This is an optimization exercise on Yosys and OpenROAD, whose aim is small area, a short achievable clock period and few clock cycles per item, not a production implementation. Function was checked by simulation only, so behaviour that the tests miss may differ from the original.

// sixel_color_conv
module sixel_color_conv (
    input  wire        clk,
    input  wire        rst,
    input  wire        in_valid,
    output wire        in_ready,
    input  wire        in_space,
    input  wire [8:0]  in_p0,
    input  wire [6:0]  in_p1,
    input  wire [6:0]  in_p2,
    output reg         out_valid,
    input  wire        out_ready,
    output wire [31:0] out_color
);
clock: 32.0 ns
lec_check: 0
abc_area: 1
cap_margin: 20
core_margin: 2
core_utilization: 70
cts_cluster_diameter: 100
cts_cluster_size: 22
slew_margin: 20
standard.sh (not shown) runs the stock make flow with config.mk's settings and CLKGATE_MAP_FILE= SYNTH_SCRIPT=/design/flow/synth_recipe.tcl, a recipe that flattens the netlist after the stock synthesis.
==> flow/flow/run.sh <==
#!/bin/bash
# The standard layout (the standard.sh, unchanged synthesis), with one
# change: the buffers ORFS puts on every input and output port are buf_2
# cells instead of the default pick. The make output goes to flow.log.
set -euo pipefail
bash standard.sh "BUFFER_PORTS_ARGS=-buffer_cell sky130_fd_sc_hd__buf_2" finish > flow.log 2>&1
Testbench counts at the start, summed over its fixed seeds: cycles 16,040, items 16,000.
Next try:
--- a/flow/design.v
+++ b/flow/design.v
@@ -157,19 +157,19 @@
     wire [8:0] h1; wire b2;
     csub #(9, 9'd240) uh2 (.a(h), .d(h1), .ge(b2));
     wire [7:0] ha = b2 ? h1[7:0] : h[7:0];
     wire [7:0] h2; wire b1;
     csub #(8, 8'd120) uh1 (.a(ha), .d(h2), .ge(b1));
     wire [6:0] hb = b1 ? h2[6:0] : ha[6:0];
     wire [6:0] h3; wire b0;
     csub #(7, 7'd60) uh0 (.a(hb), .d(h3), .ge(b0));
     wire [5:0] u = b0 ? h3[5:0] : hb[5:0];
-    assign n = {b2, b1, b0};
+    assign n = (b2 & b1) ? 3'd0 : {b2, b1, b0};
     wire [5:0] u60; wire co_h;
     radd #(6) uu60 (.a(6'd60), .b(~u), .ci(1'b1), .s(u60), .co(co_h));
     assign kp = b0 ? u : u60;
 endmodule
 module hls_b (
     input  wire [6:0]  l,
     input  wire [12:0] C,
     input  wire [5:0]  kp,
     output wire [18:0] N1,
@@ -325,83 +325,80 @@
             rdy <= 1'b1;
         end else begin
             out_valid <= n_o;
             v3 <= n_3; v2 <= n_2; v1 <= n_1; v0 <= n_0;
             f3 <= nf3; f2 <= nf2; f1 <= nf1; f0 <= nf0;
             skv <= nskv;
             rdy <= !nskv;
         end
     end
-    reg  [23:0] skid;
-    reg  [23:0] s0;
-    wire [23:0] in_ops = {in_space, in_p0, in_p1, in_p2};
+    reg  [22:0] skid;
+    reg  [22:0] s0;
+    wire [8:0]  in_p0m  = in_space ? {2'b11, in_p0[6:0]} : in_p0;
+    wire [22:0] in_ops  = {in_p0m, in_p1, in_p2};
     always @(posedge clk) begin
         if (!skv) skid <= in_ops;
         if (en_0) s0 <= skv ? skid : in_ops;
     end
-    wire       s0_sp = s0[23];
+    wire       s0_sp = s0[22] & s0[21];
     wire [8:0] s0_h  = s0[22:14];
     wire [6:0] s0_l  = s0[13:7];
     wire [6:0] s0_s  = s0[6:0];
     wire [12:0] a_C;
     wire [2:0]  a_n;
     wire [5:0]  a_kp;
     hls_a u_a (.sp(s0_sp), .h(s0_h), .l(s0_l), .s(s0_s), .C(a_C), .n(a_n), .kp(a_kp));
-    reg        s1_sp;
     reg [6:0]  s1_l;
     reg [12:0] s1_C;
     reg [8:0]  s1_kn;
     reg [6:0]  s1_b;         
     always @(posedge clk) begin
         if (en_1) begin
-            s1_sp <= s0_sp;
             s1_b  <= s0_s;
             s1_l  <= s0_l;
             s1_C  <= a_C;
-            s1_kn <= s0_sp ? {2'b0, s0_h[6:0]} : {a_n, a_kp};
+            s1_kn <= s0_sp ? {2'b11, s0_h[6:0]} : {a_n, a_kp};
         end
     end
+    wire s1_sp = s1_kn[8] & s1_kn[7];
     wire [18:0] b_N1, b_V;
     hls_b u_b (.l(s1_l), .C(s1_C), .kp(s1_kn[5:0]), .N1(b_N1), .V(b_V));
-    reg        s2_sp;
     reg [6:0]  s2_l;
     reg [2:0]  s2_n;
     reg [18:0] s2_N1, s2_V;
     always @(posedge clk) begin
         if (en_2) begin
-            s2_sp <= s1_sp;
             s2_l  <= s1_l;
-            s2_n  <= s1_kn[8:6];
+            s2_n  <= s1_sp ? 3'd7 : s1_kn[8:6];
             s2_N1 <= b_N1;
             s2_V  <= s1_sp ? {5'b0, s1_kn[6:0], s1_b} : b_V;
         end
     end
     wire [5:0] c_qxh;
     wire [6:0] c_rxh, c_thr;
     wire [1:0] c_xxl;
     wire [7:0] c_F;
     wire [3:0] c_qmh, c_xml;
     wire [9:0] c_rmh;
+    wire s2_sp = &s2_n;
     hls_c u_c (.l(s2_l), .N1(s2_N1), .V(s2_V), .qxh(c_qxh), .rxh(c_rxh), .xxl(c_xxl),
                .thr(c_thr), .qmh(c_qmh), .rmh(c_rmh), .xml(c_xml), .F(c_F));
     wire [7:0] c_r, c_b;
     color_converter_rgb u_cr (.c(s2_V[13:7]), .byte_o(c_r));
     color_converter_rgb u_cb (.c(s2_V[6:0]),  .byte_o(c_b));
-    reg        s3_sp;
     reg [2:0]  s3_n;
     reg [5:0]  s3_qxh;
     reg [6:0]  s3_rxh, s3_thr;
     reg [1:0]  s3_xxl;
     reg [7:0]  s3_F;
     reg [17:0] s3_m;
     always @(posedge clk) begin
         if (en_3) begin
-            s3_sp  <= s2_sp;
             s3_n   <= s2_n;
             s3_qxh <= c_qxh;
             s3_rxh <= c_rxh;
             s3_xxl <= c_xxl;
             s3_thr <= c_thr;
             s3_F   <= c_F;
             s3_m   <= s2_sp ? {2'b0, c_b, c_r} : {c_qmh, c_rmh, c_xml};
         end
     end
@@ -411,21 +408,19 @@
                .bmax(bmax), .bmid(bmid), .bmin(bmin));
     reg [7:0] R, G, B;
     always @(*) begin
         case (s3_n)
             3'd1:    begin R = bmax; G = bmin; B = bmid; end
             3'd2:    begin R = bmax; G = bmid; B = bmin; end
             3'd3:    begin R = bmid; G = bmax; B = bmin; end
             3'd4:    begin R = bmin; G = bmax; B = bmid; end
             3'd5:    begin R = bmin; G = bmid; B = bmax; end
+            3'd7:    begin R = s3_m[7:0]; G = bmax; B = s3_m[15:8]; end
             default: begin R = bmid; G = bmin; B = bmax; end
         endcase
-        if (s3_sp) begin
-            R = s3_m[7:0]; G = bmax; B = s3_m[15:8];
-        end
     end
     reg [23:0] oc;
     assign out_color = {8'hFF, oc};
     always @(posedge clk) begin
         if (en_o) oc <= {B, G, R};
     end
 endmodule
After rerunning:
- The new run completed without violations
- final cell count fell by 1.6%
- clock-buffer cell count rose by 1
- sequential cell count fell by 5
- cell area fell by 1.5%
- routed wire length fell by 2.1%
- global-route usage fell by 0.41 points
- non-clock buffer count rose by 1
- via count fell by 0.49%
- die area fell by 1.5%
Testbench counts after the change, summed over its fixed seeds: cycles 16,040, items 16,000.

========
main:
sixel_color_conv, a different RTL version from the one above (not shown whole).
Size: roughly 2200 cells after synthesis, roughly 220 flip-flops, ~62 I/O pins.
==> flow/design.v (excerpt) <==
module sixel_color_conv (
    input  wire        clk,
    input  wire        rst,
    input  wire        in_valid,
    output wire        in_ready,
    input  wire        in_space,
    input  wire [8:0]  in_p0,
    input  wire [6:0]  in_p1,
    input  wire [6:0]  in_p2,
    output reg         out_valid,
    input  wire        out_ready,
    output wire [31:0] out_color
);
    reg  v0, v1, v2, v3;
    reg  f0, f1, f2, f3;
    reg  g0;                 
    reg  skv;                
    reg  rdy;                
    assign in_ready = rdy;
    wire en_o = out_ready || !out_valid;
    wire en_3 = out_ready || !f3;
    wire en_2 = out_ready || !f2;
    wire en_1 = out_ready || !f1;
    wire en_0 = out_ready || !f0;
    wire in0  = skv || in_valid;                     
    wire a_o  = v3;
    wire a_3  = v2;
    wire a_2  = v1;
    wire a_1  = v0;
    wire a_0  = in0;
    wire b_o  = out_valid || v3;
    wire b_3  = f3 || v2;
    wire b_2  = f2 || v1;
    wire b_1  = f1 || v0;
    wire b_0  = g0 || in0;
    wire n_o  = out_ready ? a_o : b_o;
    wire n_3  = out_ready ? a_3 : b_3;
    wire n_2  = out_ready ? a_2 : b_2;
    wire n_1  = out_ready ? a_1 : b_1;
    wire n_0  = out_ready ? a_0 : b_0;
    wire nf3  = out_ready ? (a_o && a_3) : (b_o && b_3);
    wire nf2  = out_ready ? (a_o && a_3 && a_2) : (b_o && b_3 && b_2);
    wire nf1  = out_ready ? (a_o && a_3 && a_2 && a_1) : (b_o && b_3 && b_2 && b_1);
    wire nf0  = out_ready ? (a_o && a_3 && a_2 && a_1 && a_0)
                          : (b_o && b_3 && b_2 && b_1 && b_0);
    wire nskv = out_ready ? 1'b0 : (g0 && in0);
    wire ng0  = n_o && n_3 && n_2 && n_1 && n_0;      
    always @(posedge clk) begin
        if (rst) begin
            out_valid <= 1'b0;
            v3 <= 1'b0; v2 <= 1'b0; v1 <= 1'b0; v0 <= 1'b0;
            f3 <= 1'b0; f2 <= 1'b0; f1 <= 1'b0; f0 <= 1'b0; g0 <= 1'b0;
            skv <= 1'b0;
            rdy <= 1'b1;
        end else begin
            out_valid <= n_o;
            v3 <= n_3; v2 <= n_2; v1 <= n_1; v0 <= n_0;
            f3 <= nf3; f2 <= nf2; f1 <= nf1; f0 <= nf0; g0 <= ng0;
            skv <= nskv;
            rdy <= !nskv;
  ...
==> module sixel_color_conv, before the edit <==
module sixel_color_conv (
    input  wire        clk,
    input  wire        rst,
    input  wire        in_valid,
    output wire        in_ready,
    input  wire        in_space,
    input  wire [8:0]  in_p0,
    input  wire [6:0]  in_p1,
    input  wire [6:0]  in_p2,
    output reg         out_valid,
    input  wire        out_ready,
    output wire [31:0] out_color
);
    reg  v0, v1, v2, v3;
    reg  f0, f1, f2, f3;
    reg  g0;                 
    reg  skv;                
    reg  rdy;                
    assign in_ready = rdy;
    wire en_o = out_ready || !out_valid;
    wire en_3 = out_ready || !f3;
    wire en_2 = out_ready || !f2;
    wire en_1 = out_ready || !f1;
    wire en_0 = out_ready || !f0;
    wire in0  = skv || in_valid;                     
    wire a_o  = v3;
    wire a_3  = v2;
    wire a_2  = v1;
    wire a_1  = v0;
    wire a_0  = in0;
    wire b_o  = out_valid || v3;
    wire b_3  = f3 || v2;
    wire b_2  = f2 || v1;
    wire b_1  = f1 || v0;
    wire b_0  = g0 || in0;
    wire n_o  = out_ready ? a_o : b_o;
    wire n_3  = out_ready ? a_3 : b_3;
    wire n_2  = out_ready ? a_2 : b_2;
    wire n_1  = out_ready ? a_1 : b_1;
    wire n_0  = out_ready ? a_0 : b_0;
    wire nf3  = out_ready ? (a_o && a_3) : (b_o && b_3);
    wire nf2  = out_ready ? (a_o && a_3 && a_2) : (b_o && b_3 && b_2);
    wire nf1  = out_ready ? (a_o && a_3 && a_2 && a_1) : (b_o && b_3 && b_2 && b_1);
    wire nf0  = out_ready ? (a_o && a_3 && a_2 && a_1 && a_0)
                          : (b_o && b_3 && b_2 && b_1 && b_0);
    wire nskv = out_ready ? 1'b0 : (g0 && in0);
    wire ng0  = n_o && n_3 && n_2 && n_1 && n_0;      
    always @(posedge clk) begin
        if (rst) begin
            out_valid <= 1'b0;
            v3 <= 1'b0; v2 <= 1'b0; v1 <= 1'b0; v0 <= 1'b0;
            f3 <= 1'b0; f2 <= 1'b0; f1 <= 1'b0; f0 <= 1'b0; g0 <= 1'b0;
            skv <= 1'b0;
            rdy <= 1'b1;
        end else begin
            out_valid <= n_o;
            v3 <= n_3; v2 <= n_2; v1 <= n_1; v0 <= n_0;
            f3 <= nf3; f2 <= nf2; f1 <= nf1; f0 <= nf0; g0 <= ng0;
            skv <= nskv;
            rdy <= !nskv;
        end
    end
    reg  [22:0] skid;
    reg  [22:0] s0;
    wire [8:0]  in_p0m  = in_space ? {2'b11, in_p0[6:0]} : in_p0;
    wire [22:0] in_ops  = {in_p0m, in_p1, in_p2};
    always @(posedge clk) begin
        if (!skv) skid <= in_ops;
        if (en_0) s0 <= skv ? skid : in_ops;
    end
    wire       s0_sp = s0[22] & s0[21];
    wire [8:0] s0_h  = s0[22:14];
    wire [6:0] s0_l  = s0[13:7];
    wire [6:0] s0_s  = s0[6:0];
    wire [12:0] a_C;
    wire [2:0]  a_n;
    wire [5:0]  a_kp;
    hls_a u_a (.sp(s0_sp), .h(s0_h), .l(s0_l), .s(s0_s), .C(a_C), .n(a_n), .kp(a_kp));
    reg [6:0]  s1_l;
    reg [12:0] s1_C;
    reg [8:0]  s1_kn;
    reg [6:0]  s1_b;         
    always @(posedge clk) begin
        if (en_1) begin
            s1_b  <= s0_s;
            s1_l  <= s0_l;
            s1_C  <= a_C;
            s1_kn <= s0_sp ? {2'b11, s0_h[6:0]} : {a_n, a_kp};
        end
    end
    wire s1_sp = s1_kn[8] & s1_kn[7];
    wire [18:0] b_N1, b_V;
    hls_b u_b (.l(s1_l), .C(s1_C), .kp(s1_kn[5:0]), .N1(b_N1), .V(b_V));
    reg [6:0]  s2_l;
    reg [2:0]  s2_n;
    reg [18:0] s2_N1, s2_V;
    always @(posedge clk) begin
        if (en_2) begin
            s2_l  <= s1_l;
            s2_n  <= s1_sp ? 3'd7 : s1_kn[8:6];
            s2_N1 <= b_N1;
            s2_V  <= s1_sp ? {5'b0, s1_kn[6:0], s1_b} : b_V;
        end
    end
    wire [5:0] c_qxh;
    wire [6:0] c_rxh, c_thr;
    wire [1:0] c_xxl;
    wire [7:0] c_F;
    wire [3:0] c_qmh, c_xml;
    wire [9:0] c_rmh;
    wire s2_sp = &s2_n;
    hls_c u_c (.l(s2_l), .N1(s2_N1), .V(s2_V), .qxh(c_qxh), .rxh(c_rxh), .xxl(c_xxl),
               .thr(c_thr), .qmh(c_qmh), .rmh(c_rmh), .xml(c_xml), .F(c_F));
    wire [7:0] c_r, c_b;
    color_converter_rgb u_cr (.c(s2_V[13:7]), .byte_o(c_r));
    color_converter_rgb u_cb (.c(s2_V[6:0]),  .byte_o(c_b));
    reg [2:0]  s3_n;
    reg [5:0]  s3_qxh;
    reg [6:0]  s3_rxh, s3_thr;
    reg [1:0]  s3_xxl;
    reg [7:0]  s3_F;
    reg [17:0] s3_m;
    always @(posedge clk) begin
        if (en_3) begin
            s3_n   <= s2_n;
            s3_qxh <= c_qxh;
            s3_rxh <= c_rxh;
            s3_xxl <= c_xxl;
            s3_thr <= c_thr;
            s3_F   <= c_F;
            s3_m   <= s2_sp ? {2'b0, c_b, c_r} : {c_qmh, c_rmh, c_xml};
        end
    end
    wire [7:0] bmax, bmid, bmin;
    hls_d u_d (.F(s3_F), .qxh(s3_qxh), .rxh(s3_rxh), .xxl(s3_xxl), .thr(s3_thr),
               .qmh(s3_m[17:14]), .rmh(s3_m[13:4]), .xml(s3_m[3:0]),
               .bmax(bmax), .bmid(bmid), .bmin(bmin));
    reg [7:0] R, G, B;
    always @(*) begin
        case (s3_n)
            3'd1:    begin R = bmax; G = bmin; B = bmid; end
            3'd2:    begin R = bmax; G = bmid; B = bmin; end
            3'd3:    begin R = bmid; G = bmax; B = bmin; end
            3'd4:    begin R = bmin; G = bmax; B = bmid; end
            3'd5:    begin R = bmin; G = bmid; B = bmax; end
            3'd7:    begin R = s3_m[7:0]; G = bmax; B = s3_m[15:8]; end
            default: begin R = bmid; G = bmin; B = bmax; end
        endcase
    end
    reg [23:0] oc;
    assign out_color = {8'hFF, oc};
    always @(posedge clk) begin
        if (en_o) oc <= {B, G, R};
    end
endmodule
==> flow/config.mk <==
export PLATFORM = sky130hd
export DESIGN_NAME = sixel_color_conv
export DESIGN_NICKNAME = sixel_color_conv
export VERILOG_FILES = /design/flow/design.v
export SDC_FILE = /design/flow/constraint.sdc
export NUM_CORES = 4
export LEC_CHECK = 0
export ABC_AREA = 1
export CAP_MARGIN = 20
export CORE_MARGIN = 2
export CORE_UTILIZATION = 70
export CTS_CLUSTER_DIAMETER = 100
export CTS_CLUSTER_SIZE = 22
export SLEW_MARGIN = 20
==> flow/constraint.sdc <==
create_clock -name core_clock -period 32.0 [get_ports {clk}]
set_input_delay 6.4000 -clock core_clock [delete_from_list [all_inputs] [get_ports {clk}]]
set_output_delay 6.4000 -clock core_clock [all_outputs]
set_load 0.01 [all_outputs]
Scripts as last shown in full above: flow/flow/run.sh
Testbench counts of main, summed over its fixed seeds: cycles 16,040, items 16,000.
--- input diff main..the feature branch ---
-- flow/design.v --
<<< main, line 287
    reg  v0, v1, v2, v3;
    reg  f0, f1, f2, f3;
    reg  g0;                 
    reg  skv;                
    reg  rdy;                
    assign in_ready = rdy;
    wire en_o = out_ready || !out_valid;
    wire en_3 = out_ready || !f3;
    wire en_2 = out_ready || !f2;
    wire en_1 = out_ready || !f1;
    wire en_0 = out_ready || !f0;
    wire in0  = skv || in_valid;                     
    wire a_o  = v3;
>>> the feature branch, line 287
    reg  v0, v1, v2, v3;
    reg  f0, f1, f2, f3;
    reg  h0, h1, h2, h3;
    reg  ov2;
    reg  g0;                 
    reg  skv;                
    reg  rdy;                
    assign in_ready = rdy;
    wire en_oa = out_ready || !out_valid;
    wire en_ob = out_ready || !ov2;
    wire en_3a = out_ready || !f3;
    wire en_3b = out_ready || !h3;
    wire en_2a = out_ready || !f2;
    wire en_2b = out_ready || !h2;
    wire en_1a = out_ready || !f1;
    wire en_1b = out_ready || !h1;
    wire en_0a = out_ready || !f0;
    wire en_0b = out_ready || !h0;
    wire in0  = skv || in_valid;                     
    wire a_o  = v3;
<<< main, line 319
    wire nskv = out_ready ? 1'b0 : (g0 && in0);
    wire ng0  = n_o && n_3 && n_2 && n_1 && n_0;      
    always @(posedge clk) begin
        if (rst) begin
>>> the feature branch, line 326
    wire nskv = out_ready ? 1'b0 : (g0 && in0);
    wire ng0  = n_o && n_3 && n_2 && n_1 && n_0;      
    wire nh3  = n_3 && n_o;
    wire nh2  = n_2 && (n_3 && n_o);
    wire nh1  = (n_1 && n_2) && (n_3 && n_o);
    wire nh0  = (n_0 && n_1) && (n_2 && (n_3 && n_o));
    wire nov2 = v3 || (!out_ready && out_valid);
    always @(posedge clk) begin
        if (rst) begin
<<< main, line 324
            v3 <= 1'b0; v2 <= 1'b0; v1 <= 1'b0; v0 <= 1'b0;
            f3 <= 1'b0; f2 <= 1'b0; f1 <= 1'b0; f0 <= 1'b0; g0 <= 1'b0;
            skv <= 1'b0;
            rdy <= 1'b1;
>>> the feature branch, line 336
            v3 <= 1'b0; v2 <= 1'b0; v1 <= 1'b0; v0 <= 1'b0;
            f3 <= 1'b0; f2 <= 1'b0; f1 <= 1'b0; f0 <= 1'b0; g0 <= 1'b0;
            h3 <= 1'b0; h2 <= 1'b0; h1 <= 1'b0; h0 <= 1'b0; ov2 <= 1'b0;
            skv <= 1'b0;
            rdy <= 1'b1;
<<< main, line 330
            v3 <= n_3; v2 <= n_2; v1 <= n_1; v0 <= n_0;
            f3 <= nf3; f2 <= nf2; f1 <= nf1; f0 <= nf0; g0 <= ng0;
            skv <= nskv;
            rdy <= !nskv;
>>> the feature branch, line 343
            v3 <= n_3; v2 <= n_2; v1 <= n_1; v0 <= n_0;
            f3 <= nf3; f2 <= nf2; f1 <= nf1; f0 <= nf0; g0 <= ng0;
            h3 <= nh3; h2 <= nh2; h1 <= nh1; h0 <= nh0; ov2 <= nov2;
            skv <= nskv;
            rdy <= !nskv;
<<< main, line 340
    always @(posedge clk) begin
        if (!skv) skid <= in_ops;
        if (en_0) s0 <= skv ? skid : in_ops;
    end
    wire       s0_sp = s0[22] & s0[21];
>>> the feature branch, line 354
    always @(posedge clk) begin
        if (!skv) skid <= in_ops;
        if (en_0a) s0[22:12] <= skv ? skid[22:12] : in_ops[22:12];
        if (en_0b) s0[11:0]  <= skv ? skid[11:0]  : in_ops[11:0];
    end
    wire       s0_sp = s0[22] & s0[21];
<<< main, line 355
    reg [6:0]  s1_b;         
    always @(posedge clk) begin
        if (en_1) begin
            s1_b  <= s0_s;
            s1_l  <= s0_l;
            s1_C  <= a_C;
            s1_kn <= s0_sp ? {2'b11, s0_h[6:0]} : {a_n, a_kp};
        end
>>> the feature branch, line 370
    reg [6:0]  s1_b;         
    always @(posedge clk) begin
        if (en_1a) begin
            s1_l  <= s0_l;
            s1_C  <= a_C;
        end
        if (en_1b) begin
            s1_b  <= s0_s;
            s1_kn <= s0_sp ? {2'b11, s0_h[6:0]} : {a_n, a_kp};
        end
<<< main, line 369
    reg [18:0] s2_N1, s2_V;
    always @(posedge clk) begin
        if (en_2) begin
            s2_l  <= s1_l;
            s2_n  <= s1_sp ? 3'd7 : s1_kn[8:6];
            s2_N1 <= b_N1;
            s2_V  <= s1_sp ? {5'b0, s1_kn[6:0], s1_b} : b_V;
        end
>>> the feature branch, line 386
    reg [18:0] s2_N1, s2_V;
    always @(posedge clk) begin
        if (en_2a) begin
            s2_l  <= s1_l;
            s2_N1 <= b_N1;
        end
        if (en_2b) begin
            s2_n  <= s1_sp ? 3'd7 : s1_kn[8:6];
            s2_V  <= s1_sp ? {5'b0, s1_kn[6:0], s1_b} : b_V;
        end
<<< main, line 395
    reg [17:0] s3_m;
    always @(posedge clk) begin
        if (en_3) begin
            s3_n   <= s2_n;
            s3_qxh <= c_qxh;
            s3_rxh <= c_rxh;
>>> the feature branch, line 414
    reg [17:0] s3_m;
    always @(posedge clk) begin
        if (en_3a) begin
            s3_qxh <= c_qxh;
            s3_rxh <= c_rxh;
<<< main, line 402
            s3_thr <= c_thr;
            s3_F   <= c_F;
            s3_m   <= s2_sp ? {2'b0, c_b, c_r} : {c_qmh, c_rmh, c_xml};
        end
>>> the feature branch, line 420
            s3_thr <= c_thr;
            s3_F   <= c_F;
        end
        if (en_3b) begin
            s3_n   <= s2_n;
            s3_m   <= s2_sp ? {2'b0, c_b, c_r} : {c_qmh, c_rmh, c_xml};
        end
<<< main, line 424
    assign out_color = {8'hFF, oc};
    always @(posedge clk) begin
        if (en_o) oc <= {B, G, R};
    end
endmodule
>>> the feature branch, line 445
    assign out_color = {8'hFF, oc};
    always @(posedge clk) begin
        if (en_oa) oc[11:0]  <= {G[3:0], R};
        if (en_ob) oc[23:12] <= {B, G[7:4]};
    end
endmodule
==> comparison <==
- The feature branch vs main: total number of sequential cells up by a few percent
- Comparing the feature branch and main, global-route usage is lower on main.
- | largest fanout on the critical path | the feature branch vs main | 9 lower |
- Summary — starting density of the core, the feature branch relative to main: lower, by 0.57 points.
- Row adder-cell share of the synthesized area: the feature branch lower / main higher
- On synthesized cell count, the higher figure sits with the feature branch, not main.
Testbench counts of the feature branch, summed over its fixed seeds: cycles 16,040, items 16,000.

==> afterwards: timing with drivers on the ports <==
Ports are ideal in the flow. The routed layouts listed here were re-timed in OpenROAD.
Step 1 (the two cells are an assumption about what drives the block):
set clk [get_ports {clk}]
set_driving_cell -lib_cell sky130_fd_sc_hd__clkbuf_16 $clk
set_driving_cell -lib_cell sky130_fd_sc_hd__buf_2 [delete_from_list [all_inputs] $clk]
Step 2 moves the port delays by t, midway between the first and last clock arrival at a register: inputs arrive t later, outputs are due t later. That takes back most of the time a late clock gives input paths.
Three values: ideal, step 1, step 2; two values: the first two.
run | shift t [ns] | setup slack, ns | worst hold slack (ns) | cell pins on the clock port's net
the first run of note 1 | 0.540 | 24.553 / 24.498 / 24.089 | 0.424 / 0.424 / 0.424 | 1
the second run of note 1 | 0.528 | 24.293 / 24.322 / 23.794 | 0.447 / 0.447 / 0.447 | 1
main | 0.526 | 24.299 / 24.331 / 23.805 | 0.425 / 0.425 / 0.425 | 1
the feature branch | 0.548 | 24.131 / 24.156 / 23.607 | 0.453 / 0.453 / 0.453 | 1
After both steps every run listed still meets setup and hold. For the feature branch, which loses most, drivers alone change the setup slack by +0.025 ns; drivers and shift together by -0.524 ns.
